Background: an optimization exercise with open tools, aiming at small area, a short achievable clock period and few clock cycles. Do not read the settings as production practice.
The RTL was checked by simulation tests, not by an equivalence proof against the original design.
Power and IR drop assume default switching activity.

`design/flow/run.sh`:
```
#!/bin/bash
# synth_recipe.tcl (not shown) runs the flow's synth.tcl, then flattens the netlist and writes it again
# the make line also repeats each setting of config.mk as NAME=value (left out here)
make -C /OpenROAD-flow-scripts/flow DESIGN_CONFIG=/design/flow/config.mk WORK_HOME=/design/flow/orfs CLKGATE_MAP_FILE= SYNTH_SCRIPT=/design/flow/synth_recipe.tcl finish
```
`design/flow/config.mk`:
```
export PLATFORM = sky130hd
export DESIGN_NAME = vs_resampler
export DESIGN_NICKNAME = vs_resampler
export VERILOG_FILES = /design/flow/design.v
export SDC_FILE = /design/flow/constraint.sdc
export NUM_CORES = 4
export LEC_CHECK = 0
export CAP_MARGIN = 20
export CORE_MARGIN = 2
export CORE_UTILIZATION = 35
export SLEW_MARGIN = 20
export SYNTH_MEMORY_MAX_BITS = 65536
```
`design/flow/constraint.sdc`:
```
create_clock -name core_clock -period 16.0 [get_ports {clk}]
set_input_delay 3.2000 -clock core_clock [delete_from_list [all_inputs] [get_ports {clk}]]
set_output_delay 3.2000 -clock core_clock [all_outputs]
set_load 0.01 [all_outputs]
```
`design/flow/design.v`:
```
module vs_tap_t0 (
    input  wire [7:0] phase,
    output reg  [6:0] tap
);
  always @(*) begin
    case (phase)
      8'd0: tap = 7'd0;
      8'd1: tap = 7'd2;
      8'd2: tap = 7'd4;
      8'd3: tap = 7'd6;
      8'd4: tap = 7'd8;
      8'd5: tap = 7'd10;
      8'd6: tap = 7'd11;
      8'd7: tap = 7'd13;
      8'd8: tap = 7'd15;
      8'd9: tap = 7'd17;
      8'd10: tap = 7'd18;
      8'd11: tap = 7'd20;
      8'd12: tap = 7'd22;
      8'd13: tap = 7'd23;
      8'd14: tap = 7'd25;
      8'd15: tap = 7'd27;
      8'd16: tap = 7'd28;
      8'd17: tap = 7'd30;
      8'd18: tap = 7'd31;
      8'd19: tap = 7'd33;
      8'd20: tap = 7'd34;
      8'd21: tap = 7'd35;
      8'd22: tap = 7'd37;
      8'd23: tap = 7'd38;
      8'd24: tap = 7'd39;
      8'd25: tap = 7'd41;
      8'd26: tap = 7'd42;
      8'd27: tap = 7'd43;
      8'd28: tap = 7'd44;
      8'd29: tap = 7'd46;
      8'd30: tap = 7'd47;
      8'd31: tap = 7'd48;
      8'd32: tap = 7'd49;
      8'd33: tap = 7'd50;
      8'd34: tap = 7'd51;
      8'd35: tap = 7'd52;
      8'd36: tap = 7'd53;
      8'd37: tap = 7'd54;
      8'd38: tap = 7'd55;
      8'd39: tap = 7'd56;
      8'd40: tap = 7'd57;
      8'd41: tap = 7'd58;
      8'd42: tap = 7'd59;
      8'd43: tap = 7'd60;
      8'd44: tap = 7'd60;
      8'd45: tap = 7'd61;
      8'd46: tap = 7'd62;
      8'd47: tap = 7'd63;
      8'd48: tap = 7'd63;
      8'd49: tap = 7'd64;
      8'd50: tap = 7'd65;
      8'd51: tap = 7'd65;
      8'd52: tap = 7'd66;
      8'd53: tap = 7'd67;
      8'd54: tap = 7'd67;
      8'd55: tap = 7'd68;
      8'd56: tap = 7'd68;
      8'd57: tap = 7'd69;
      8'd58: tap = 7'd69;
      8'd59: tap = 7'd70;
      8'd60: tap = 7'd70;
      8'd61: tap = 7'd71;
      8'd62: tap = 7'd71;
      8'd63: tap = 7'd72;
      8'd64: tap = 7'd72;
      8'd65: tap = 7'd72;
      8'd66: tap = 7'd73;
      8'd67: tap = 7'd73;
      8'd68: tap = 7'd73;
      8'd69: tap = 7'd74;
      8'd70: tap = 7'd74;
      8'd71: tap = 7'd74;
      8'd72: tap = 7'd74;
      8'd73: tap = 7'd75;
      8'd74: tap = 7'd75;
      8'd75: tap = 7'd75;
      8'd76: tap = 7'd75;
      8'd77: tap = 7'd75;
      8'd78: tap = 7'd75;
      8'd79: tap = 7'd76;
      8'd80: tap = 7'd76;
      8'd81: tap = 7'd76;
      8'd82: tap = 7'd76;
      8'd83: tap = 7'd76;
      8'd84: tap = 7'd76;
      8'd85: tap = 7'd76;
      8'd86: tap = 7'd76;
      8'd87: tap = 7'd76;
      8'd88: tap = 7'd76;
      8'd89: tap = 7'd76;
      8'd90: tap = 7'd76;
      8'd91: tap = 7'd76;
      8'd92: tap = 7'd76;
      8'd93: tap = 7'd75;
      8'd94: tap = 7'd75;
      8'd95: tap = 7'd75;
      8'd96: tap = 7'd75;
      8'd97: tap = 7'd75;
      8'd98: tap = 7'd75;
      8'd99: tap = 7'd74;
      8'd100: tap = 7'd74;
      8'd101: tap = 7'd74;
      8'd102: tap = 7'd74;
      8'd103: tap = 7'd74;
      8'd104: tap = 7'd73;
      8'd105: tap = 7'd73;
      8'd106: tap = 7'd73;
      8'd107: tap = 7'd72;
      8'd108: tap = 7'd72;
      8'd109: tap = 7'd72;
      8'd110: tap = 7'd72;
      8'd111: tap = 7'd71;
      8'd112: tap = 7'd71;
      8'd113: tap = 7'd71;
      8'd114: tap = 7'd70;
      8'd115: tap = 7'd70;
      8'd116: tap = 7'd69;
      8'd117: tap = 7'd69;
      8'd118: tap = 7'd69;
      8'd119: tap = 7'd68;
      8'd120: tap = 7'd68;
      8'd121: tap = 7'd67;
      8'd122: tap = 7'd67;
      8'd123: tap = 7'd66;
      8'd124: tap = 7'd66;
      8'd125: tap = 7'd65;
      8'd126: tap = 7'd65;
      8'd127: tap = 7'd64;
      8'd128: tap = 7'd64;
      8'd129: tap = 7'd63;
      8'd130: tap = 7'd63;
      8'd131: tap = 7'd62;
      8'd132: tap = 7'd62;
      8'd133: tap = 7'd61;
      8'd134: tap = 7'd61;
      8'd135: tap = 7'd60;
      8'd136: tap = 7'd60;
      8'd137: tap = 7'd59;
      8'd138: tap = 7'd59;
      8'd139: tap = 7'd58;
      8'd140: tap = 7'd57;
      8'd141: tap = 7'd57;
      8'd142: tap = 7'd56;
      8'd143: tap = 7'd56;
      8'd144: tap = 7'd55;
      8'd145: tap = 7'd55;
      8'd146: tap = 7'd54;
      8'd147: tap = 7'd53;
      8'd148: tap = 7'd53;
      8'd149: tap = 7'd52;
      8'd150: tap = 7'd51;
      8'd151: tap = 7'd51;
      8'd152: tap = 7'd50;
      8'd153: tap = 7'd50;
      8'd154: tap = 7'd49;
      8'd155: tap = 7'd48;
      8'd156: tap = 7'd48;
      8'd157: tap = 7'd47;
      8'd158: tap = 7'd46;
      8'd159: tap = 7'd46;
      8'd160: tap = 7'd45;
      8'd161: tap = 7'd44;
      8'd162: tap = 7'd44;
      8'd163: tap = 7'd43;
      8'd164: tap = 7'd42;
      8'd165: tap = 7'd42;
      8'd166: tap = 7'd41;
      8'd167: tap = 7'd40;
      8'd168: tap = 7'd40;
      8'd169: tap = 7'd39;
      8'd170: tap = 7'd38;
      8'd171: tap = 7'd38;
      8'd172: tap = 7'd37;
      8'd173: tap = 7'd36;
      8'd174: tap = 7'd36;
      8'd175: tap = 7'd35;
      8'd176: tap = 7'd34;
      8'd177: tap = 7'd34;
      8'd178: tap = 7'd33;
      8'd179: tap = 7'd32;
      8'd180: tap = 7'd32;
      8'd181: tap = 7'd31;
      8'd182: tap = 7'd30;
      8'd183: tap = 7'd30;
      8'd184: tap = 7'd29;
      8'd185: tap = 7'd28;
      8'd186: tap = 7'd28;
      8'd187: tap = 7'd27;
      8'd188: tap = 7'd27;
      8'd189: tap = 7'd26;
      8'd190: tap = 7'd25;
      8'd191: tap = 7'd25;
      8'd192: tap = 7'd24;
      8'd193: tap = 7'd23;
      8'd194: tap = 7'd23;
      8'd195: tap = 7'd22;
      8'd196: tap = 7'd22;
      8'd197: tap = 7'd21;
      8'd198: tap = 7'd20;
      8'd199: tap = 7'd20;
      8'd200: tap = 7'd19;
      8'd201: tap = 7'd19;
      8'd202: tap = 7'd18;
      8'd203: tap = 7'd17;
      8'd204: tap = 7'd17;
      8'd205: tap = 7'd16;
      8'd206: tap = 7'd16;
      8'd207: tap = 7'd15;
      8'd208: tap = 7'd15;
      8'd209: tap = 7'd14;
      8'd210: tap = 7'd14;
      8'd211: tap = 7'd13;
      8'd212: tap = 7'd13;
      8'd213: tap = 7'd12;
      8'd214: tap = 7'd12;
      8'd215: tap = 7'd11;
      8'd216: tap = 7'd11;
      8'd217: tap = 7'd10;
      8'd218: tap = 7'd10;
      8'd219: tap = 7'd9;
      8'd220: tap = 7'd9;
      8'd221: tap = 7'd8;
      8'd222: tap = 7'd8;
      8'd223: tap = 7'd7;
      8'd224: tap = 7'd7;
      8'd225: tap = 7'd7;
      8'd226: tap = 7'd6;
      8'd227: tap = 7'd6;
      8'd228: tap = 7'd5;
      8'd229: tap = 7'd5;
      8'd230: tap = 7'd5;
      8'd231: tap = 7'd4;
      8'd232: tap = 7'd4;
      8'd233: tap = 7'd4;
      8'd234: tap = 7'd3;
      8'd235: tap = 7'd3;
      8'd236: tap = 7'd3;
      8'd237: tap = 7'd3;
      8'd238: tap = 7'd2;
      8'd239: tap = 7'd2;
      8'd240: tap = 7'd2;
      8'd241: tap = 7'd2;
      8'd242: tap = 7'd1;
      8'd243: tap = 7'd1;
      8'd244: tap = 7'd1;
      8'd245: tap = 7'd1;
      8'd246: tap = 7'd1;
      8'd247: tap = 7'd1;
      8'd248: tap = 7'd0;
      8'd249: tap = 7'd0;
      8'd250: tap = 7'd0;
      8'd251: tap = 7'd0;
      8'd252: tap = 7'd0;
      8'd253: tap = 7'd0;
      8'd254: tap = 7'd0;
      8'd255: tap = 7'd0;
      default: tap = 7'd0;
    endcase
  end
endmodule
module vs_tap_t1 (
    input  wire [7:0] phase,
    output reg  [10:0] tap
);
  always @(*) begin
    case (phase)
      8'd0: tap = 11'd1024;
      8'd1: tap = 11'd1024;
      8'd2: tap = 11'd1024;
      8'd3: tap = 11'd1024;
      8'd4: tap = 11'd1024;
      8'd5: tap = 11'd1023;
      8'd6: tap = 11'd1022;
      8'd7: tap = 11'd1022;
      8'd8: tap = 11'd1021;
      8'd9: tap = 11'd1022;
      8'd10: tap = 11'd1020;
      8'd11: tap = 11'd1019;
      8'd12: tap = 11'd1019;
      8'd13: tap = 11'd1017;
      8'd14: tap = 11'd1016;
      8'd15: tap = 11'd1016;
      8'd16: tap = 11'd1014;
      8'd17: tap = 11'd1013;
      8'd18: tap = 11'd1011;
      8'd19: tap = 11'd1011;
      8'd20: tap = 11'd1009;
      8'd21: tap = 11'd1007;
      8'd22: tap = 11'd1006;
      8'd23: tap = 11'd1005;
      8'd24: tap = 11'd1002;
      8'd25: tap = 11'd1001;
      8'd26: tap = 11'd999;
      8'd27: tap = 11'd997;
      8'd28: tap = 11'd995;
      8'd29: tap = 11'd994;
      8'd30: tap = 11'd991;
      8'd31: tap = 11'd990;
      8'd32: tap = 11'd987;
      8'd33: tap = 11'd984;
      8'd34: tap = 11'd982;
      8'd35: tap = 11'd980;
      8'd36: tap = 11'd978;
      8'd37: tap = 11'd975;
      8'd38: tap = 11'd973;
      8'd39: tap = 11'd970;
      8'd40: tap = 11'd968;
      8'd41: tap = 11'd965;
      8'd42: tap = 11'd963;
      8'd43: tap = 11'd959;
      8'd44: tap = 11'd956;
      8'd45: tap = 11'd953;
      8'd46: tap = 11'd951;
      8'd47: tap = 11'd947;
      8'd48: tap = 11'd944;
      8'd49: tap = 11'd941;
      8'd50: tap = 11'd938;
      8'd51: tap = 11'd934;
      8'd52: tap = 11'd931;
      8'd53: tap = 11'd928;
      8'd54: tap = 11'd924;
      8'd55: tap = 11'd922;
      8'd56: tap = 11'd917;
      8'd57: tap = 11'd914;
      8'd58: tap = 11'd910;
      8'd59: tap = 11'd907;
      8'd60: tap = 11'd903;
      8'd61: tap = 11'd899;
      8'd62: tap = 11'd896;
      8'd63: tap = 11'd892;
      8'd64: tap = 11'd888;
      8'd65: tap = 11'd884;
      8'd66: tap = 11'd880;
      8'd67: tap = 11'd876;
      8'd68: tap = 11'd872;
      8'd69: tap = 11'd868;
      8'd70: tap = 11'd864;
      8'd71: tap = 11'd859;
      8'd72: tap = 11'd855;
      8'd73: tap = 11'd852;
      8'd74: tap = 11'd847;
      8'd75: tap = 11'd843;
      8'd76: tap = 11'd839;
      8'd77: tap = 11'd834;
      8'd78: tap = 11'd829;
      8'd79: tap = 11'd826;
      8'd80: tap = 11'd821;
      8'd81: tap = 11'd817;
      8'd82: tap = 11'd812;
      8'd83: tap = 11'd807;
      8'd84: tap = 11'd803;
      8'd85: tap = 11'd798;
      8'd86: tap = 11'd793;
      8'd87: tap = 11'd789;
      8'd88: tap = 11'd784;
      8'd89: tap = 11'd779;
      8'd90: tap = 11'd775;
      8'd91: tap = 11'd770;
      8'd92: tap = 11'd765;
      8'd93: tap = 11'd759;
      8'd94: tap = 11'd755;
      8'd95: tap = 11'd749;
      8'd96: tap = 11'd745;
      8'd97: tap = 11'd741;
      8'd98: tap = 11'd735;
      8'd99: tap = 11'd730;
      8'd100: tap = 11'd725;
      8'd101: tap = 11'd720;
      8'd102: tap = 11'd715;
      8'd103: tap = 11'd711;
      8'd104: tap = 11'd704;
      8'd105: tap = 11'd699;
      8'd106: tap = 11'd694;
      8'd107: tap = 11'd688;
      8'd108: tap = 11'd684;
      8'd109: tap = 11'd678;
      8'd110: tap = 11'd674;
      8'd111: tap = 11'd668;
      8'd112: tap = 11'd663;
      8'd113: tap = 11'd658;
      8'd114: tap = 11'd652;
      8'd115: tap = 11'd647;
      8'd116: tap = 11'd640;
      8'd117: tap = 11'd636;
      8'd118: tap = 11'd631;
      8'd119: tap = 11'd625;
      8'd120: tap = 11'd620;
      8'd121: tap = 11'd614;
      8'd122: tap = 11'd609;
      8'd123: tap = 11'd603;
      8'd124: tap = 11'd598;
      8'd125: tap = 11'd592;
      8'd126: tap = 11'd587;
      8'd127: tap = 11'd581;
      8'd128: tap = 11'd576;
      8'd129: tap = 11'd570;
      8'd130: tap = 11'd565;
      8'd131: tap = 11'd559;
      8'd132: tap = 11'd554;
      8'd133: tap = 11'd548;
      8'd134: tap = 11'd543;
      8'd135: tap = 11'd537;
      8'd136: tap = 11'd532;
      8'd137: tap = 11'd526;
      8'd138: tap = 11'd521;
      8'd139: tap = 11'd515;
      8'd140: tap = 11'd509;
      8'd141: tap = 11'd504;
      8'd142: tap = 11'd498;
      8'd143: tap = 11'd494;
      8'd144: tap = 11'd487;
      8'd145: tap = 11'd482;
      8'd146: tap = 11'd477;
      8'd147: tap = 11'd471;
      8'd148: tap = 11'd465;
      8'd149: tap = 11'd459;
      8'd150: tap = 11'd454;
      8'd151: tap = 11'd449;
      8'd152: tap = 11'd443;
      8'd153: tap = 11'd438;
      8'd154: tap = 11'd432;
      8'd155: tap = 11'd426;
      8'd156: tap = 11'd421;
      8'd157: tap = 11'd415;
      8'd158: tap = 11'd410;
      8'd159: tap = 11'd405;
      8'd160: tap = 11'd399;
      8'd161: tap = 11'd393;
      8'd162: tap = 11'd388;
      8'd163: tap = 11'd382;
      8'd164: tap = 11'd377;
      8'd165: tap = 11'd372;
      8'd166: tap = 11'd367;
      8'd167: tap = 11'd361;
      8'd168: tap = 11'd356;
      8'd169: tap = 11'd350;
      8'd170: tap = 11'd345;
      8'd171: tap = 11'd340;
      8'd172: tap = 11'd334;
      8'd173: tap = 11'd329;
      8'd174: tap = 11'd324;
      8'd175: tap = 11'd319;
      8'd176: tap = 11'd313;
      8'd177: tap = 11'd309;
      8'd178: tap = 11'd302;
      8'd179: tap = 11'd297;
      8'd180: tap = 11'd292;
      8'd181: tap = 11'd287;
      8'd182: tap = 11'd282;
      8'd183: tap = 11'd278;
      8'd184: tap = 11'd271;
      8'd185: tap = 11'd266;
      8'd186: tap = 11'd262;
      8'd187: tap = 11'd257;
      8'd188: tap = 11'd252;
      8'd189: tap = 11'd247;
      8'd190: tap = 11'd242;
      8'd191: tap = 11'd237;
      8'd192: tap = 11'd232;
      8'd193: tap = 11'd227;
      8'd194: tap = 11'd222;
      8'd195: tap = 11'd218;
      8'd196: tap = 11'd213;
      8'd197: tap = 11'd208;
      8'd198: tap = 11'd203;
      8'd199: tap = 11'd199;
      8'd200: tap = 11'd193;
      8'd201: tap = 11'd190;
      8'd202: tap = 11'd184;
      8'd203: tap = 11'd180;
      8'd204: tap = 11'd176;
      8'd205: tap = 11'd170;
      8'd206: tap = 11'd167;
      8'd207: tap = 11'd162;
      8'd208: tap = 11'd158;
      8'd209: tap = 11'd154;
      8'd210: tap = 11'd150;
      8'd211: tap = 11'd145;
      8'd212: tap = 11'd141;
      8'd213: tap = 11'd137;
      8'd214: tap = 11'd133;
      8'd215: tap = 11'd128;
      8'd216: tap = 11'd125;
      8'd217: tap = 11'd120;
      8'd218: tap = 11'd116;
      8'd219: tap = 11'd112;
      8'd220: tap = 11'd108;
      8'd221: tap = 11'd104;
      8'd222: tap = 11'd101;
      8'd223: tap = 11'd96;
      8'd224: tap = 11'd93;
      8'd225: tap = 11'd90;
      8'd226: tap = 11'd86;
      8'd227: tap = 11'd83;
      8'd228: tap = 11'd78;
      8'd229: tap = 11'd75;
      8'd230: tap = 11'd72;
      8'd231: tap = 11'd68;
      8'd232: tap = 11'd64;
      8'd233: tap = 11'd62;
      8'd234: tap = 11'd58;
      8'd235: tap = 11'd54;
      8'd236: tap = 11'd52;
      8'd237: tap = 11'd49;
      8'd238: tap = 11'd45;
      8'd239: tap = 11'd43;
      8'd240: tap = 11'd40;
      8'd241: tap = 11'd37;
      8'd242: tap = 11'd33;
      8'd243: tap = 11'd30;
      8'd244: tap = 11'd28;
      8'd245: tap = 11'd26;
      8'd246: tap = 11'd23;
      8'd247: tap = 11'd21;
      8'd248: tap = 11'd17;
      8'd249: tap = 11'd15;
      8'd250: tap = 11'd12;
      8'd251: tap = 11'd11;
      8'd252: tap = 11'd9;
      8'd253: tap = 11'd6;
      8'd254: tap = 11'd4;
      8'd255: tap = 11'd2;
      default: tap = 11'd0;
    endcase
  end
endmodule
module vs_tap_t2 (
    input  wire [7:0] phase,
    output reg  [10:0] tap
);
  always @(*) begin
    case (phase)
      8'd0: tap = 11'd0;
      8'd1: tap = 11'd2;
      8'd2: tap = 11'd4;
      8'd3: tap = 11'd6;
      8'd4: tap = 11'd8;
      8'd5: tap = 11'd11;
      8'd6: tap = 11'd13;
      8'd7: tap = 11'd15;
      8'd8: tap = 11'd18;
      8'd9: tap = 11'd20;
      8'd10: tap = 11'd23;
      8'd11: tap = 11'd26;
      8'd12: tap = 11'd28;
      8'd13: tap = 11'd31;
      8'd14: tap = 11'd34;
      8'd15: tap = 11'd37;
      8'd16: tap = 11'd40;
      8'd17: tap = 11'd43;
      8'd18: tap = 11'd46;
      8'd19: tap = 11'd49;
      8'd20: tap = 11'd52;
      8'd21: tap = 11'd55;
      8'd22: tap = 11'd58;
      8'd23: tap = 11'd61;
      8'd24: tap = 11'd65;
      8'd25: tap = 11'd68;
      8'd26: tap = 11'd72;
      8'd27: tap = 11'd75;
      8'd28: tap = 11'd78;
      8'd29: tap = 11'd82;
      8'd30: tap = 11'd86;
      8'd31: tap = 11'd89;
      8'd32: tap = 11'd93;
      8'd33: tap = 11'd97;
      8'd34: tap = 11'd101;
      8'd35: tap = 11'd104;
      8'd36: tap = 11'd108;
      8'd37: tap = 11'd112;
      8'd38: tap = 11'd116;
      8'd39: tap = 11'd120;
      8'd40: tap = 11'd124;
      8'd41: tap = 11'd128;
      8'd42: tap = 11'd132;
      8'd43: tap = 11'd137;
      8'd44: tap = 11'd141;
      8'd45: tap = 11'd145;
      8'd46: tap = 11'd149;
      8'd47: tap = 11'd154;
      8'd48: tap = 11'd158;
      8'd49: tap = 11'd162;
      8'd50: tap = 11'd167;
      8'd51: tap = 11'd171;
      8'd52: tap = 11'd176;
      8'd53: tap = 11'd180;
      8'd54: tap = 11'd185;
      8'd55: tap = 11'd189;
      8'd56: tap = 11'd194;
      8'd57: tap = 11'd199;
      8'd58: tap = 11'd203;
      8'd59: tap = 11'd208;
      8'd60: tap = 11'd213;
      8'd61: tap = 11'd218;
      8'd62: tap = 11'd222;
      8'd63: tap = 11'd227;
      8'd64: tap = 11'd232;
      8'd65: tap = 11'd237;
      8'd66: tap = 11'd242;
      8'd67: tap = 11'd247;
      8'd68: tap = 11'd252;
      8'd69: tap = 11'd257;
      8'd70: tap = 11'd262;
      8'd71: tap = 11'd267;
      8'd72: tap = 11'd272;
      8'd73: tap = 11'd277;
      8'd74: tap = 11'd282;
      8'd75: tap = 11'd287;
      8'd76: tap = 11'd292;
      8'd77: tap = 11'd297;
      8'd78: tap = 11'd303;
      8'd79: tap = 11'd308;
      8'd80: tap = 11'd313;
      8'd81: tap = 11'd318;
      8'd82: tap = 11'd324;
      8'd83: tap = 11'd329;
      8'd84: tap = 11'd334;
      8'd85: tap = 11'd340;
      8'd86: tap = 11'd345;
      8'd87: tap = 11'd350;
      8'd88: tap = 11'd356;
      8'd89: tap = 11'd361;
      8'd90: tap = 11'd366;
      8'd91: tap = 11'd372;
      8'd92: tap = 11'd377;
      8'd93: tap = 11'd383;
      8'd94: tap = 11'd388;
      8'd95: tap = 11'd394;
      8'd96: tap = 11'd399;
      8'd97: tap = 11'd404;
      8'd98: tap = 11'd410;
      8'd99: tap = 11'd415;
      8'd100: tap = 11'd421;
      8'd101: tap = 11'd426;
      8'd102: tap = 11'd432;
      8'd103: tap = 11'd437;
      8'd104: tap = 11'd443;
      8'd105: tap = 11'd449;
      8'd106: tap = 11'd454;
      8'd107: tap = 11'd460;
      8'd108: tap = 11'd465;
      8'd109: tap = 11'd471;
      8'd110: tap = 11'd476;
      8'd111: tap = 11'd482;
      8'd112: tap = 11'd487;
      8'd113: tap = 11'd493;
      8'd114: tap = 11'd498;
      8'd115: tap = 11'd504;
      8'd116: tap = 11'd510;
      8'd117: tap = 11'd515;
      8'd118: tap = 11'd521;
      8'd119: tap = 11'd526;
      8'd120: tap = 11'd532;
      8'd121: tap = 11'd537;
      8'd122: tap = 11'd543;
      8'd123: tap = 11'd548;
      8'd124: tap = 11'd554;
      8'd125: tap = 11'd559;
      8'd126: tap = 11'd565;
      8'd127: tap = 11'd570;
      8'd128: tap = 11'd576;
      8'd129: tap = 11'd581;
      8'd130: tap = 11'd587;
      8'd131: tap = 11'd592;
      8'd132: tap = 11'd598;
      8'd133: tap = 11'd603;
      8'd134: tap = 11'd609;
      8'd135: tap = 11'd614;
      8'd136: tap = 11'd620;
      8'd137: tap = 11'd625;
      8'd138: tap = 11'd631;
      8'd139: tap = 11'd636;
      8'd140: tap = 11'd641;
      8'd141: tap = 11'd647;
      8'd142: tap = 11'd652;
      8'd143: tap = 11'd657;
      8'd144: tap = 11'd663;
      8'd145: tap = 11'd668;
      8'd146: tap = 11'd673;
      8'd147: tap = 11'd678;
      8'd148: tap = 11'd684;
      8'd149: tap = 11'd689;
      8'd150: tap = 11'd694;
      8'd151: tap = 11'd699;
      8'd152: tap = 11'd704;
      8'd153: tap = 11'd710;
      8'd154: tap = 11'd715;
      8'd155: tap = 11'd720;
      8'd156: tap = 11'd725;
      8'd157: tap = 11'd730;
      8'd158: tap = 11'd735;
      8'd159: tap = 11'd740;
      8'd160: tap = 11'd745;
      8'd161: tap = 11'd750;
      8'd162: tap = 11'd755;
      8'd163: tap = 11'd760;
      8'd164: tap = 11'd765;
      8'd165: tap = 11'd770;
      8'd166: tap = 11'd774;
      8'd167: tap = 11'd779;
      8'd168: tap = 11'd784;
      8'd169: tap = 11'd789;
      8'd170: tap = 11'd793;
      8'd171: tap = 11'd798;
      8'd172: tap = 11'd803;
      8'd173: tap = 11'd807;
      8'd174: tap = 11'd812;
      8'd175: tap = 11'd816;
      8'd176: tap = 11'd821;
      8'd177: tap = 11'd825;
      8'd178: tap = 11'd830;
      8'd179: tap = 11'd834;
      8'd180: tap = 11'd839;
      8'd181: tap = 11'd843;
      8'd182: tap = 11'd847;
      8'd183: tap = 11'd851;
      8'd184: tap = 11'd856;
      8'd185: tap = 11'd860;
      8'd186: tap = 11'd864;
      8'd187: tap = 11'd868;
      8'd188: tap = 11'd872;
      8'd189: tap = 11'd876;
      8'd190: tap = 11'd880;
      8'd191: tap = 11'd884;
      8'd192: tap = 11'd888;
      8'd193: tap = 11'd892;
      8'd194: tap = 11'd896;
      8'd195: tap = 11'd899;
      8'd196: tap = 11'd903;
      8'd197: tap = 11'd907;
      8'd198: tap = 11'd910;
      8'd199: tap = 11'd914;
      8'd200: tap = 11'd918;
      8'd201: tap = 11'd921;
      8'd202: tap = 11'd925;
      8'd203: tap = 11'd928;
      8'd204: tap = 11'd931;
      8'd205: tap = 11'd935;
      8'd206: tap = 11'd938;
      8'd207: tap = 11'd941;
      8'd208: tap = 11'd944;
      8'd209: tap = 11'd947;
      8'd210: tap = 11'd950;
      8'd211: tap = 11'd953;
      8'd212: tap = 11'd956;
      8'd213: tap = 11'd959;
      8'd214: tap = 11'd962;
      8'd215: tap = 11'd965;
      8'd216: tap = 11'd967;
      8'd217: tap = 11'd970;
      8'd218: tap = 11'd973;
      8'd219: tap = 11'd975;
      8'd220: tap = 11'd978;
      8'd221: tap = 11'd980;
      8'd222: tap = 11'd982;
      8'd223: tap = 11'd985;
      8'd224: tap = 11'd987;
      8'd225: tap = 11'd989;
      8'd226: tap = 11'd991;
      8'd227: tap = 11'd993;
      8'd228: tap = 11'd995;
      8'd229: tap = 11'd997;
      8'd230: tap = 11'd999;
      8'd231: tap = 11'd1001;
      8'd232: tap = 11'd1003;
      8'd233: tap = 11'd1004;
      8'd234: tap = 11'd1006;
      8'd235: tap = 11'd1008;
      8'd236: tap = 11'd1009;
      8'd237: tap = 11'd1011;
      8'd238: tap = 11'd1012;
      8'd239: tap = 11'd1013;
      8'd240: tap = 11'd1014;
      8'd241: tap = 11'd1016;
      8'd242: tap = 11'd1017;
      8'd243: tap = 11'd1018;
      8'd244: tap = 11'd1019;
      8'd245: tap = 11'd1019;
      8'd246: tap = 11'd1020;
      8'd247: tap = 11'd1021;
      8'd248: tap = 11'd1022;
      8'd249: tap = 11'd1022;
      8'd250: tap = 11'd1023;
      8'd251: tap = 11'd1023;
      8'd252: tap = 11'd1023;
      8'd253: tap = 11'd1024;
      8'd254: tap = 11'd1024;
      8'd255: tap = 11'd1024;
      default: tap = 11'd0;
    endcase
  end
endmodule
module vs_divider (
    input  wire [14:0] rem,
    input  wire        nbit,
    input  wire        fin,
    input  wire [14:0] den,
    output wire [14:0] rem_next,
    output wire        qbit,
    output wire [15:0] diff
);
  wire [15:0] a = fin ? {1'b0, rem} : {rem, nbit};
  wire [16:0] d = {1'b0, a} - {2'b00, den};
  assign qbit     = ~d[16];
  assign rem_next = qbit ? d[14:0] : a[14:0];
  assign diff     = d[15:0];
endmodule
module vs_resampler (
    input  wire        clk,
    input  wire        rst,
    input  wire        start,
    input  wire [1:0]  method,        
    input  wire [14:0] src_w,
    input  wire [14:0] src_h,
    input  wire [14:0] dst_w,
    input  wire [14:0] dst_h,
    input  wire [31:0] src_base,
    input  wire [15:0] src_stride,
    input  wire [31:0] dst_base,
    input  wire [15:0] dst_stride,
    output wire        done,
    output wire        err,
    output wire        rd_en,
    output wire [31:0] rd_addr,
    input  wire [7:0]  rd_data,
    output wire        wr_en,
    output wire [31:0] wr_addr,
    output wire [7:0]  wr_data
);
  localparam S_IDLE = 2'd0;
  localparam S_DIV  = 2'd1;
  localparam S_RUN  = 2'd2;
  localparam S_FIN  = 2'd3;
  reg [1:0] st;
  reg       err_r;
  reg       m4, mb, mn;
  wire start_ok = start && (st == S_IDLE || st == S_FIN);
  reg  [4:0]  cnt;
  reg  [14:0] rx, ry;         
  reg  [30:0] qx, qy;         
  reg  [15:0] rdx, rdy;       
  reg  [15:0] k0, k1;         
  wire        div_fin = (cnt == 5'd31);
  wire        nbx = (cnt < 5'd15) ? src_w[5'd14 - cnt] : 1'b0;
  wire        nby = (cnt < 5'd15) ? src_h[5'd14 - cnt] : 1'b0;
  wire [14:0] rx_n, ry_n;
  wire        qbx, qby;
  wire [15:0] dfx, dfy;
  vs_divider u_divx (.rem(rx), .nbit(nbx), .fin(div_fin), .den(dst_w),
                     .rem_next(rx_n), .qbit(qbx), .diff(dfx));
  vs_divider u_divy (.rem(ry), .nbit(nby), .fin(div_fin), .den(dst_h),
                     .rem_next(ry_n), .qbit(qby), .diff(dfy));
  wire [15:0] k_a   = (cnt == 5'd15) ? k0 : {k0[14:0], 1'b0};
  wire [15:0] k_sum = k_a + (((cnt == 5'd15) || qby) ? src_stride : 16'd0);
  reg  [30:0] xpos;           
  reg  [14:0] ex;             
  reg  [14:0] xrem;           
  reg  [15:0] fx_c;           
  reg  [14:0] c0_c;           
  reg         toff1, toff3a;  
  reg  [1:0]  toff2, toff3;
  wire        last_col = (xrem == 15'd0);
  wire [14:0] ixn   = xpos[30:16];
  wire [15:0] xcs   = {1'b0, ex} + rdx;
  wire        cx    = ~xcs[15] && (st == S_RUN);
  wire [14:0] c0_n  = (m4 && ixn != 15'd0) ? ixn - 15'd1 : ixn;
  wire [15:0] ixn1  = {1'b0, ixn} + 16'd1;
  wire [15:0] ixn2  = {1'b0, ixn} + 16'd2;
  wire        inc1  = m4 ? (ixn != 15'd0) : (ixn1 < {1'b0, src_w});
  wire        inc2  = ixn1 < {1'b0, src_w};
  wire        inc3  = ixn2 < {1'b0, src_w};
  reg         r_live;         
  reg  [14:0] jy_r;
  reg  [15:0] gy_r;
  reg  [14:0] ey;
  reg  [15:0] off_r;          
  reg  [14:0] yrem;           
  reg         first_r;
  wire        last_r = (yrem == 15'd0);
  wire [15:0] ycs = {1'b0, ey} + rdy;
  wire        cy  = ~ycs[15];
  wire [16:0] gy_sum = {1'b0, gy_r} + {1'b0, qy[15:0]} + {16'd0, cy};
  reg  signed [16:0] rf;      
  reg  [15:0] wo;             
  reg  [1:0]  kt;             
  wire [1:0]  klast = m4 ? 2'd3 : mb ? 2'd1 : 2'd0;
  wire signed [16:0] jy_s   = $signed({2'b00, jy_r});
  wire signed [16:0] need_r = jy_s + (m4 ? 17'sd2 : mb ? 17'sd1 : 17'sd0);
  wire        rows_pend = (rf <= need_r);
  wire        jmp       = (kt == 2'd0) && (rf < (jy_s - (m4 ? 17'sd1 : 17'sd0)));
  wire        jump4     = rows_pend && jmp && m4;
  reg         t_valid;
  reg  [15:0] gy_t;
  reg         tfirst, tlast;
  reg         thr;            
  wire        tok_emit = t_valid && !(m4 && thr);
  wire        t_free   = !t_valid || tok_emit;
  wire        running = (st == S_RUN) && r_live;
  wire        is_last_tap = (kt == klast);
  wire        do_read = running && rows_pend && !jump4 && (!is_last_tap || t_free);
  wire signed [16:0] cur_row = jmp ? jy_s : rf;
  wire [15:0] cur_off = jmp ? off_r : wo;
  wire        r_adv = running && (rows_pend ? (do_read && is_last_tap && (cur_row == need_r))
                                            : t_free);
  wire        phys_adv = (cur_row >= 17'sd0) && ((cur_row + 17'sd1) < $signed({2'b00, src_h}));
  wire [1:0]  toff_k = (kt == 2'd0) ? 2'd0 : (kt == 2'd1) ? {1'b0, toff1} : (kt == 2'd2) ? toff2 : toff3;
  wire [15:0] rd_off = cur_off + {14'd0, toff_k};
  wire        col_load = (st == S_DIV && div_fin) || (r_adv && last_r && !last_col);
  wire [7:0]  hp = fx_c[15:8];
  wire [6:0]  h_t0;
  wire [10:0] h_t1, h_t2;
  vs_tap_t0 u_ht0 (.phase((kt == 2'd3) ? (8'd0 - hp) : hp), .tap(h_t0));
  vs_tap_t1 u_ht1 (.phase(hp), .tap(h_t1));
  vs_tap_t2 u_ht2 (.phase(hp), .tap(h_t2));
  wire [15:0] cmag = m4 ? ((kt == 2'd1) ? {5'd0, h_t1} : (kt == 2'd2) ? {5'd0, h_t2} : {9'd0, h_t0})
                        : mb ? fx_c : 16'd1;
  wire        cneg = m4 ? (kt == 2'd0 || kt == 2'd3) : (mb && kt == 2'd0);
  reg         rd_en_r;
  reg  [31:0] rd_addr_r;
  assign rd_en   = rd_en_r;
  assign rd_addr = rd_addr_r;
  reg         p1v, p2v, p3v;
  reg         p1f, p2f, p3f;      
  reg         p1l, p2l, p3l;      
  reg         p1n, p2n, p3n;      
  reg  [15:0] p1c, p2c, p3c;      
  reg  [7:0]  din;
  reg  signed [25:0] acc;
  reg         hl;                 
  reg  [7:0]  w0, w1, w2, w3;     
  wire [23:0] hprod = din * p3c;
  wire signed [25:0] hinit = mb ? $signed({2'b00, din, 16'h8000}) : m4 ? 26'sd512 : 26'sd0;
  wire signed [25:0] hbase = p3f ? hinit : acc;
  wire signed [25:0] hsum  = p3n ? hbase - $signed({2'b00, hprod}) : hbase + $signed({2'b00, hprod});
  wire signed [15:0] hsh = acc[25:10];
  wire [7:0]  hres = mn ? acc[7:0] : mb ? acc[23:16]
                   : (hsh < 16'sd0) ? 8'd0 : (hsh > 16'sd255) ? 8'd255 : hsh[7:0];
  reg         v1, v2, v3, v4;
  reg  [15:0] g1, g2, g3, g4;
  reg         f1, f2, f3, f4;
  reg         l1, l2, l3, l4;
  reg         vphB;
  reg  [7:0]  sh2, sh3;
  reg  signed [25:0] vsum;
  reg         vres_v, vres_l;
  wire [7:0]  vp = g4[15:8];
  wire [6:0]  v_t0;
  wire [10:0] v_t1, v_t2;
  vs_tap_t0 u_vt0 (.phase(vphB ? (8'd0 - vp) : vp), .tap(v_t0));
  vs_tap_t1 u_vt1 (.phase(vp), .tap(v_t1));
  vs_tap_t2 u_vt2 (.phase(vp), .tap(v_t2));
  wire [7:0]  ma0 = m4 ? (vphB ? sh2 : w0) : w2;
  wire [7:0]  ma1 = m4 ? (vphB ? sh3 : w1) : w3;
  wire [15:0] mb0 = m4 ? (vphB ? {5'd0, v_t2} : {9'd0, v_t0}) : g4;
  wire [15:0] mb1 = m4 ? (vphB ? {9'd0, v_t0} : {5'd0, v_t1}) : g4;
  wire [23:0] vm0 = ma0 * mb0;
  wire [23:0] vm1 = ma1 * mb1;
  wire signed [25:0] vbase = vphB ? vsum : m4 ? 26'sd512 : $signed({2'b00, w2, 16'h8000});
  wire signed [25:0] vdiff = vphB ? ($signed({2'b00, vm0}) - $signed({2'b00, vm1}))
                                  : ($signed({2'b00, vm1}) - $signed({2'b00, vm0}));
  wire        vA = v4 && !mn;
  wire        vfin = (v4 && !m4) || vphB;
  wire signed [15:0] vsh = vsum[25:10];
  wire [7:0]  vres = mn ? vsum[7:0] : mb ? vsum[23:16]
                   : (vsh < 16'sd0) ? 8'd0 : (vsh > 16'sd255) ? 8'd255 : vsh[7:0];
  reg  [14:0] wcol;
  reg  [15:0] woff;
  reg         wr_en_r, wlast;
  reg  [31:0] wr_addr_r;
  reg  [7:0]  wr_data_r;
  assign wr_en   = wr_en_r;
  assign wr_addr = wr_addr_r;
  assign wr_data = wr_data_r;
  assign done = (st == S_FIN);
  assign err  = (st == S_FIN) && err_r;
  always @(posedge clk) begin
    if (rst) begin
      st      <= S_IDLE;
      err_r   <= 1'b0;
      r_live  <= 1'b0;
      t_valid <= 1'b0;
      thr     <= 1'b0;
    end else begin
      if (st == S_FIN || st == S_IDLE) st <= S_IDLE;
      if (start_ok) begin
        if (method == 2'd3) begin
          err_r <= 1'b1;
          st    <= S_FIN;
        end else begin
          err_r <= 1'b0;
          st    <= S_DIV;
        end
      end
      if (st == S_DIV && div_fin) begin
        st     <= S_RUN;
        r_live <= 1'b1;
      end
      if (st == S_RUN && wlast) st <= S_FIN;
      if (r_adv && last_r && last_col) r_live <= 1'b0;
      thr <= tok_emit && m4;
      if (r_adv)
        t_valid <= 1'b1;
      else if (tok_emit)
        t_valid <= 1'b0;
    end
  end
  always @(posedge clk) begin
    if (start_ok) begin
      m4   <= (method == 2'd2) && (src_h >= 15'd4);
      mb   <= (method == 2'd1) || ((method == 2'd2) && (src_h < 15'd4));
      mn   <= (method == 2'd0);
      cnt  <= 5'd0;
      rx   <= 15'd0;
      ry   <= 15'd0;
      k0   <= 16'd0;
      xpos <= 31'd0;
      ex   <= 15'd0;
      xrem <= dst_w - 15'd1;
    end else if (st == S_DIV) begin
      cnt <= cnt + 5'd1;
      if (div_fin) begin
        rdx <= dfx;
        rdy <= dfy;
      end else begin
        rx <= rx_n;
        ry <= ry_n;
        qx <= {qx[29:0], qbx};
        qy <= {qy[29:0], qby};
      end
      if (cnt < 5'd15) k0 <= k_sum;
      if (cnt == 5'd15) k1 <= k_sum;
    end
    if (col_load) begin
      fx_c  <= xpos[15:0];
      c0_c  <= c0_n;
      toff1 <= inc1;
      toff2 <= {1'b0, inc1} + {1'b0, inc2};
      toff3 <= {1'b0, inc1} + {1'b0, inc2} + {1'b0, inc3};
      xpos  <= xpos + qx + {30'd0, cx};
      ex    <= cx ? xcs[14:0] : ex + rx;
      if (st == S_RUN) xrem <= xrem - 15'd1;
      jy_r    <= 15'd0;
      gy_r    <= 16'd0;
      ey      <= 15'd0;
      off_r   <= {1'b0, c0_n};
      yrem    <= dst_h - 15'd1;
      first_r <= 1'b1;
      rf      <= m4 ? -17'sd1 : 17'sd0;
      wo      <= {1'b0, c0_n};
      kt      <= 2'd0;
    end else begin
      if (r_adv) begin
        gy_r    <= gy_sum[15:0];
        jy_r    <= jy_r + qy[30:16] + {14'd0, gy_sum[16]};
        ey      <= cy ? ycs[14:0] : ey + ry;
        off_r   <= off_r + (gy_sum[16] ? k1 : k0);
        yrem    <= yrem - 15'd1;
        first_r <= 1'b0;
      end
      if (jump4) begin
        rf <= jy_s - 17'sd1;
        wo <= off_r - src_stride;
      end else if (do_read) begin
        if (is_last_tap) begin
          kt <= 2'd0;
          rf <= cur_row + 17'sd1;
          wo <= cur_off + (phys_adv ? src_stride : 16'd0);
        end else begin
          kt <= kt + 2'd1;
          rf <= cur_row;
          wo <= cur_off;
        end
      end
    end
    if (r_adv) begin
      gy_t   <= gy_r;
      tfirst <= first_r;
      tlast  <= last_r && last_col;
    end
  end
  always @(posedge clk) begin
    if (rst) begin
      rd_en_r <= 1'b0;
      p1v <= 1'b0;
      p2v <= 1'b0;
      p3v <= 1'b0;
      hl  <= 1'b0;
    end else begin
      rd_en_r <= do_read;
      p1v <= do_read;
      p2v <= p1v;
      p3v <= p2v;
      hl  <= p3v && p3l;
    end
    rd_addr_r <= src_base + {16'd0, rd_off};
    p1f <= (kt == 2'd0);
    p1l <= is_last_tap;
    p1n <= cneg;
    p1c <= cmag;
    p2f <= p1f; p2l <= p1l; p2n <= p1n; p2c <= p1c;
    p3f <= p2f; p3l <= p2l; p3n <= p2n; p3c <= p2c;
    din <= rd_data;
    if (p3v) acc <= hsum;
    if (hl) begin
      w0 <= w1;
      w1 <= w2;
      w2 <= w3;
      w3 <= hres;
    end
  end
  always @(posedge clk) begin
    if (rst) begin
      v1 <= 1'b0;
      v2 <= 1'b0;
      v3 <= 1'b0;
      v4 <= 1'b0;
      vphB <= 1'b0;
      vres_v <= 1'b0;
      wr_en_r <= 1'b0;
      wlast <= 1'b0;
    end else begin
      v1 <= tok_emit;
      v2 <= v1;
      v3 <= v2;
      v4 <= v3;
      vphB <= v4 && m4;
      vres_v <= vfin;
      wr_en_r <= vres_v;
      wlast <= vres_v && vres_l;
    end
    if (start_ok) wcol <= 15'h7fff;
    if (tok_emit) begin
      g1 <= gy_t; f1 <= tfirst; l1 <= tlast;
    end
    if (v1) begin g2 <= g1; f2 <= f1; l2 <= l1; end
    if (v2) begin g3 <= g2; f3 <= f2; l3 <= l2; end
    if (v3) begin g4 <= g3; f4 <= f3; l4 <= l3; end
    if (v4 && m4) begin
      sh2 <= w2;
      sh3 <= w3;
    end
    if (vA || vphB) vsum <= vbase + vdiff;
    else if (v4) vsum <= {18'd0, w3};
    if (vfin) begin
      vres_l <= l4;
      if (f4) begin
        wcol <= wcol + 15'd1;
        woff <= {1'b0, wcol + 15'd1};
      end else begin
        woff <= woff + dst_stride;
      end
    end
    wr_data_r <= vres;
    wr_addr_r <= dst_base + {16'd0, woff};
  end
endmodule
```
==> run notes <==
per-stage QoR:
step | hold slack, ns | std cells
2_1_floorplan | 0.310 | 8875
3_3_place_gp | 0.312 | 11600
3_5_place_dp | 0.312 | 11600
4_1_cts | 0.322 | 11700
5_1_grt | 0.307 | 11700
6_report | 0.317 | 11800
sequential cells by signal, summed over array words and instances (netlist names), 17 cells and up:
name,cells
acc,26
qx,31
qy,31
rd_addr_r,32
rf,17
vsum,26
wr_addr_r,32
xpos,31
cell usage in the layout, fill, tap and decap left out, types with 73 or more instances in the layout:
cell / netlist / final
sky130_fd_sc_hd__nor3_1: 205 / 204
sky130_fd_sc_hd__clkdlybuf4s50_1: 0 / 244
sky130_fd_sc_hd__nand3_1: 171 / 170
sky130_fd_sc_hd__and2_1: 190 / 190
sky130_fd_sc_hd__ha_1: 633 / 632
sky130_fd_sc_hd__o211ai_1: 106 / 106
sky130_fd_sc_hd__clkbuf_16: 0 / 100
sky130_fd_sc_hd__dfxtp_1: 331 / 329
sky130_fd_sc_hd__buf_4: 13 / 138
sky130_fd_sc_hd__a211oi_1: 127 / 127
sky130_fd_sc_hd__nand2b_1: 80 / 80
sky130_fd_sc_hd__xor2_1: 203 / 202
sky130_fd_sc_hd__mux2_2: 73 / 73
sky130_fd_sc_hd__a31oi_1: 97 / 97
sky130_fd_sc_hd__xnor2_1: 365 / 361
sky130_fd_sc_hd__mux2i_1: 158 / 151
sky130_fd_sc_hd__inv_1: 677 / 673
sky130_fd_sc_hd__a21oi_1: 653 / 647
sky130_fd_sc_hd__nor2b_1: 103 / 100
sky130_fd_sc_hd__o21ai_0: 537 / 535
sky130_fd_sc_hd__edfxtp_1: 449 / 449
sky130_fd_sc_hd__nor2_1: 946 / 942
sky130_fd_sc_hd__a21o_1: 142 / 142
sky130_fd_sc_hd__fa_1: 278 / 278
sky130_fd_sc_hd__nand2_1: 794 / 793
where the power goes:
group          total (W)  internal, W  switching [W]
sequential       0.00234      0.00225      0.0000924
clock            0.00221      0.00127       0.000943
combinational    0.00509      0.00219        0.00290
total            0.00964      0.00571        0.00393
worst max-delay path by stage:
stage / startpoint / end / slack, ns / cells past startpoint
after floorplan: g4[8]$_DFFE_PP_ / vsum[23]$_SDFFCE_PP0P_ / 5.54 / 51
after global placement: g4[8]$_DFFE_PP_ / vsum[23]$_SDFFCE_PP0P_ / 3.80 / 50
after detailed placement: g4[8]$_DFFE_PP_ / vsum[23]$_SDFFCE_PP0P_ / 3.59 / 50
after CTS: g4[8]$_DFFE_PP_ / vsum[23]$_SDFFCE_PP0P_ / 3.52 / 50
after global routing: g4[8]$_DFFE_PP_ / vsum[23]$_SDFFCE_PP0P_ / 2.63 / 50
final: g4[8]$_DFFE_PP_ / vsum[23]$_SDFFCE_PP0P_ / 3.53 / 50
logic make-up (layout without fill, tap and decap cells):
family	Yosys count	after routing	synth area share, %
multiplexers	243	243	3.58
flip-flops	780	780	27.1
adder cells (fa/ha/maj)	912	912	18.2
buffers and inverters	1178	1244	6.19
XOR/XNOR	570	570	6.77
AND/OR/NAND/NOR	2786	2786	17.3
AO/OA/AOI/OAI	2406	2406	20.8
other	0	4	0
worst max-delay path, delay by kind of cell, from the launching register on:
| kind | cells | cell delay, ns |
|---|---|---|
| buffers and inverters | 5 | 0.79 |
| muxes | 1 | 0.45 |
| DFF | 1 | 0.51 |
| xor gates and xnor gates | 3 | 0.56 |
| and+or+nand+nor | 12 | 2.19 |
| AOI/OAI and AO/OA | 21 | 4.35 |
| adders and majority gates | 8 | 3.39 |
layout make-up:
type / count / area, µm² / share of cell area [%]
diodes: 4 / 10.0 / 0.0121
clock buffers: 125 / 2680 / 3.24
clock inverters: 49 / 504 / 0.610
inverters: 687 / 2590 / 3.14
multi-input cells: 6917 / 49700 / 60.2
flip-flops and latches: 780 / 20100 / 24.3
well taps: 2805 / 3510 / 4.25
repair buffers: 383 / 3500 / 4.23
metal layers:
metal,global-route usage [%],vias to the layer above
li1,-,31500
met3,3.13,520
met4,8.08,8
met2,34.8,2666
met5,0,-
met1,29.0,32300
==> run notes <==
Yosys
The synthesized net count is 9955. The synthesized netlist contains approximately 110 unique library cells. Synthesis inferred 780 register bits. The largest total area in the synthesized netlist belongs to sky130_fd_sc_hd__edfxtp_1. The number of enable-type register cells in the synthesized netlist is 449.

For this run, the number of Yosys warnings is 4. Averaged over all synthesized cells, the footprint is around 8.4 µm². By area the synthesized netlist is led by sky130_fd_sc_hd__edfxtp_1 (18%), sky130_fd_sc_hd__ha_1 (11%), sky130_fd_sc_hd__dfxtp_1 (8.9%), sky130_fd_sc_hd__fa_1 (7.5%), sky130_fd_sc_hd__nor2_1 (4.8%). In the synthesized netlist the dominant register cell turns out to be sky130_fd_sc_hd__edfxtp_1. The mapped netlist covers 74100 µm².

After synthesis, the most frequently instantiated cells are sky130_fd_sc_hd__nor2_1 (946), sky130_fd_sc_hd__nand2_1 (794), sky130_fd_sc_hd__inv_1 (677). Synthesis produced a netlist whose cell count is 8875. The proportion of register bits with asynchronous set or reset after synthesis is 0%. Sequential elements use between 20% and 30% of the synthesized area. The most frequently used cell type in the post-synthesis netlist is sky130_fd_sc_hd__nor2_1. After synthesis, the largest area contributor takes up roughly 18% of total cell area.

STA
Setup repair after global routing left no endpoint under its margin. Setup violations remaining at the end of the flow were counted as 0. The post-route fraction of the period consumed by the critical path is 78.0%.

The post-layout worst setup margin is between 3 and 4 ns. In the final timing run, aggregate negative setup slack is 0 ns. The slew of the pin with the lowest slew margin is 1.16 ns.

The fmax is 80.2 MHz. In this run the tightest slew margin relative to its limit is between 20% and 30%. The shortest period the worst path allows is 12.47 ns. The hold violation count in the final report is 0. Clock skew on the completed layout was measured at 0.0436 ns.

The final number of max-transition violations is 0.

Route
The average via count per standard cell is 5.70. The count of vias placed by the detailed router is 67000. The number of design rule violations left after detail routing is 0. The violation count after the first detailed-routing iteration is 6297. The detailed router put a total of 105000 µm of wire on met1. For this run, the detailed router's first-pass iteration total came to 6. The routed design has around 240000 µm of wire.

After detailed routing, no signal wire sits above met5. The detailed-route wire length per cell is between 20 and 25 µm. In the detailed route, the total length drawn on met2 is about 110000 µm. The met3 layer wire length in the routed design is 16600 µm. Once detail routing completed, the nets flagged for antenna violations numbered 0.

Critical path
The largest single stage delay on the critical path is 0.68 ns. STA classifies the critical path endpoint as a register. The reg-to-reg setup timing slack is 3.53 ns.

The worst setup path is launched from a register. The critical-path maximum fanout is 26. The signal arrival time at the worst endpoint is 12.98 ns. The number of cells on the worst reg-to-reg path is 50.

STA puts the critical path data required time at 16.50 ns. The critical path is of the reg -> reg type. The cell with the most instances on the worst path is sky130_fd_sc_hd__a21oi_1. The endpoint identified for the worst register-to-register timing path is vsum[23]$_SDFFCE_PP0P_. In this run the critical register-to-register path is launched from g4[8]$_DFFE_PP_. Among all stages on the critical path, the largest delay is contributed by sky130_fd_sc_hd__ha_1.

Power and ir drop
The static power due to leakage is around 34 nW. Power spread over the standard cell area amounts to roughly 120 nW/µm². The completed layout was analyzed and its total power is ~0.0096 W. IR analysis of the VDD net gives a maximum drop of 0.000243 V.

Finish
The layout-stage area growth over the synthesis result is 11.4%. The final layout contains 9942 nets. Measured on the finished design, the core utilization comes to 39.3%.

The post-route standard cell area excluding fillers is ~83000 µm². Counting the fill cells in the layout gives 21100. Of the cells placed in the final design, the portion with a size suffix greater than 1 is 5.66%.

Job
Max-cap violations in this run came to 0.

Global route
The first global-routing pass estimated about 370000 µm of wire. For this run, the total global-route usage over all layers was measured as a little over a fifth. The pin count of the biggest net entering global routing is 93.

The via count of the first global-routing pass is roughly 65000. The sum of overflow across all layers after global routing is 0. The number of antenna violations at the first check in global routing came to 12.

Floorplan
The die outline height is 464 µm. The die is 464 µm wide. The region available for standard cell placement spans 210000 µm².

The floorplan has between 150 and 200 rows. The initial core utilization is 35.3%. During I/O placement, the number of pins put on the boundary was 245. The full die area is about 220000 µm².

Clocking
The buffer type at the clock tree root is sky130_fd_sc_hd__clkbuf_16. The number of gates resized after CTS was 0. After clock tree synthesis, the clock-pin slew on the worst setup and hold paths is 0.06 ns. For this design, the sink count on the clock tree is 780.

The post-CTS setup buffer count is 0. The clock insertion delay at the later pin of the skew report is approximately 0.75 ns. TritonCTS built the clock tree. The number of levels the H-tree was split into is 3.

Buffers inserted during clock tree synthesis total 93. The quantity of hold-fixing buffers added after cts is 0. The largest buffer count on any clock path is 3.

Min path
The class of the most critical hold timing path is reg -> reg. The capture endpoint of the worst hold path is p2c[9]$_DFF_P_. The worst hold path begins at p1c[9]$_DFF_P_.

The worst hold path passes through 0 cells.

Placed design
The count of buffers added on input and output ports is 244. The total half-perimeter wirelength after legalization and detailed placement is 177000 µm. The congestion estimate from routability-driven global placement came to about 0.97. Once placement finished, the instance area stood at 79400 µm².

Prior to clock tree synthesis, the placed netlist has a worst setup slack of 3.59 ns.

Outcome
The flow ran to the end and the layout has no timing, DRC or antenna violations.
Testbench counts, summed over its fixed seeds: cycles 179,808.

[separate check: timing with driven ports]
No port has a modelled driver above. Below, the same layout with a new extraction and two added sets of constraints. Step 1 assumes that a clkbuf_16 drives the clock port and a buf_2 every other input. Step 2 also shifts input and output timing later by t, the mid clock arrival at the registers, as if the neighbouring blocks saw the same clock. a / b / c = ideal ports / drivers / drivers and shift; a / b = the first two.
t, ns: 0.815
slack for setup (ns): 3.525 / 3.525 / 3.525
hold slack, ns: 0.317 / 0.317 / 0.317
worst setup path after step 2: register to register
worst slew at a driven data input, ns: 0.07
After both steps setup and hold are still met in this run. For this run, drivers alone change the setup slack by 0.000 ns; drivers and shift together by 0.000 ns.
